This is an optimization exercise on Yosys and OpenROAD, whose aim is small area, a short achievable clock period and few clock cycles per item, not a production implementation. Function was checked by simulation only, so behaviour that the tests miss may differ from the original. Power figures rest on the tool's default switching activity, not on a simulated workload.

JK:
==> flow/design.v (excerpt) <==
module seg_demod (
    input  wire        clk,
    input  wire        rst_n,
    input  wire        in_valid,
    output wire        in_ready,
    input  wire [15:0] in_sample,
    input  wire [1:0]  in_scheme,
    input  wire        in_invert,
    output reg         out_valid,
    input  wire        out_ready,
    output reg         out_bit,
    output wire [71:0] out_metric
);
Size in the first run: about 590 flip-flops, ~0.046 mm2 of cells after synthesis.
==> flow/config.mk <==
export PLATFORM = sky130hd
export DESIGN_NAME = seg_demod
export DESIGN_NICKNAME = seg_demod
export VERILOG_FILES = /design/flow/design.v
export SDC_FILE = /design/flow/constraint.sdc
export NUM_CORES = 4
export LEC_CHECK = 0
export CAP_MARGIN = 20
export CORE_MARGIN = 2
export CORE_UTILIZATION = 25
export CTS_BUF_LIST = sky130_fd_sc_hd__clkbuf_8 sky130_fd_sc_hd__clkbuf_16
export CTS_CLUSTER_DIAMETER = 150
export CTS_CLUSTER_SIZE = 20
export SLEW_MARGIN = 60
==> flow/constraint.sdc <==
create_clock -name core_clock -period 16.0 [get_ports {clk}]
set_input_delay 3.2000 -clock core_clock [delete_from_list [all_inputs] [get_ports {clk}]]
set_output_delay 3.2000 -clock core_clock [all_outputs]
set_load 0.01 [all_outputs]
standard.sh (not shown) runs the stock make flow with config.mk's settings and CLKGATE_MAP_FILE= SYNTH_SCRIPT=/design/flow/synth_recipe.tcl, a recipe that flattens the netlist after the stock synthesis.
==> flow/flow/run.sh <==
#!/bin/bash
# The standard layout (the standard.sh: ORFS synthesis to final layout),
# with two changes to how the layout is made:
#  - plain buffers on the ports instead of the delay buffer that
#    buffer_ports picks by default;
#  - the delay cells (clkdlybuf4s*, dlygate*, dlymetal*) are left out of the
#    cells the tools may use, so repair_design buffers long or slow nets with
#    plain buffers.
set -euo pipefail
export BUFFER_PORTS_ARGS="-buffer_cell sky130_fd_sc_hd__buf_2"
export DONT_USE_CELLS="sky130_fd_sc_hd__clkdlybuf4s15_1 sky130_fd_sc_hd__clkdlybuf4s15_2 sky130_fd_sc_hd__clkdlybuf4s18_1 sky130_fd_sc_hd__clkdlybuf4s18_2 sky130_fd_sc_hd__clkdlybuf4s25_1 sky130_fd_sc_hd__clkdlybuf4s25_2 sky130_fd_sc_hd__clkdlybuf4s50_1 sky130_fd_sc_hd__clkdlybuf4s50_2 sky130_fd_sc_hd__dlygate4sd1_1 sky130_fd_sc_hd__dlygate4sd2_1 sky130_fd_sc_hd__dlygate4sd3_1 sky130_fd_sc_hd__dlymetal6s2s_1 sky130_fd_sc_hd__dlymetal6s4s_1 sky130_fd_sc_hd__dlymetal6s6s_1"
bash standard.sh > standard_flow.log 2>&1
Testbench counts of JK, summed over its fixed seeds: cycles 51,320, items 3,200.
Here is what was changed in the inputs of MS compared with JK.
--- a/flow/design.v
+++ b/flow/design.v
@@ -376,17 +376,15 @@
                 default:    sin1c[3:0] = 4'b0000;
             endcase
             sin1c[4] = j[3];
         end
     endfunction
     reg         fsk_p, ask_p, ie_p;
-    reg         nul_p;               
     wire        first_s = v_s && (k_s == 4'd0);
     wire        fsk_e = first_s ? (sch_s == 2'd1) : fsk_p;
     wire        ask_e = first_s ? (sch_s == 2'd0) : ask_p;
-    wire        nul_e = first_s ? (sch_s == 2'd3) : nul_p;
     wire [4:0]  ci1 = sin1c(k_s);
     wire [4:0]  cq1 = sin1c(k_s + 4'd4);
     wire [4:0]  ci2 = sin1c({k_s[2:0], 1'b0});
     wire [4:0]  cq2 = sin1c({k_s[2:0], 1'b0} + 4'd4);
     reg  signed [29:0] p6, p11, p15;
     reg  signed [15:0] s_p;
@@ -400,16 +398,15 @@
         p11 <= m11;
         p15 <= m15;
         s_p <= s_r;
         k_p <= k_s;
         fsk_p <= fsk_e;
         ask_p <= ask_e;
-        nul_p <= nul_e;
         if (first_s)
             ie_p <= (sch_s == 2'd2) && inv_s;
-        sa  <= (!v_s || nul_e) ? 5'd0 : ask_e ? 5'b10000 : {1'b0, ci2[3:0]};
+        sa  <= !v_s ? 5'd0 : ask_e ? 5'b10000 : {1'b0, ci2[3:0]};
         sb  <= (v_s && fsk_e) ? {1'b0, ci1[3:0]} : 5'd0;
         sc  <= (v_s && fsk_e) ? {1'b0, cq2[3:0]} : 5'd0;
         sd  <= (v_s && fsk_e) ? {1'b0, cq1[3:0]} : 5'd0;
         n_a <= !ask_e && ci2[4];
         n_b <= ci1[4];
         n_c <= cq2[4];
Notes after the runs:
[diff] leakage power of the design, MS relative to JK: regression
Cmp MS and JK / proportion of cell area occupied by multi-input gates / higher: MS
Clock period minus final worst setup slack: MS vs JK down 0.38 ns
Diff JK -> MS: area fraction of clock buffers and clock inverters barely changed; final cycle utilization of the critical path went down 2.4 points; number of cells in the design after placement shows a reduction of 0.66%.
Die: MS smaller than JK
Taking JK as the reference, in MS post-layout total power climbed about 0.9%; multi-input logic area barely changed.
sky130_fd_sc_hd__dfxtp_1 as the cell type of the slowest stage on the worst timing path was reported by JK, and sky130_fd_sc_hd__fa_1 by MS.
Testbench counts of MS, summed over its fixed seeds: cycles 51,320, items 3,200.

==> static timing again, ports no longer ideal <==
In the flow no input, the clock included, has a driving cell. The finished layouts below were timed again as built, in two steps. Step 1 sets driving cells, clkbuf_16 on the clock port and buf_2 on the other inputs (assumed; they add their load-dependent delay and slew). Step 2 times the ports against the registers' clock, not the clock port: input delays grow and output delays shrink by t, the midpoint of the rising clock arrivals with the driver on. a / b / c = no drivers / after step 1 / after step 2; a / b = the first two.
| run | t (ns) | setup WS [ns] | hold WS [ns] |
|---|---|---|---|
| JK | 0.666 | 10.724 / 10.724 / 10.724 | 0.360 / 0.360 / 0.360 |
| MS | 0.690 | 11.109 / 11.109 / 11.109 | 0.362 / 0.362 / 0.362 |
After both steps setup and hold are still met in every run listed.
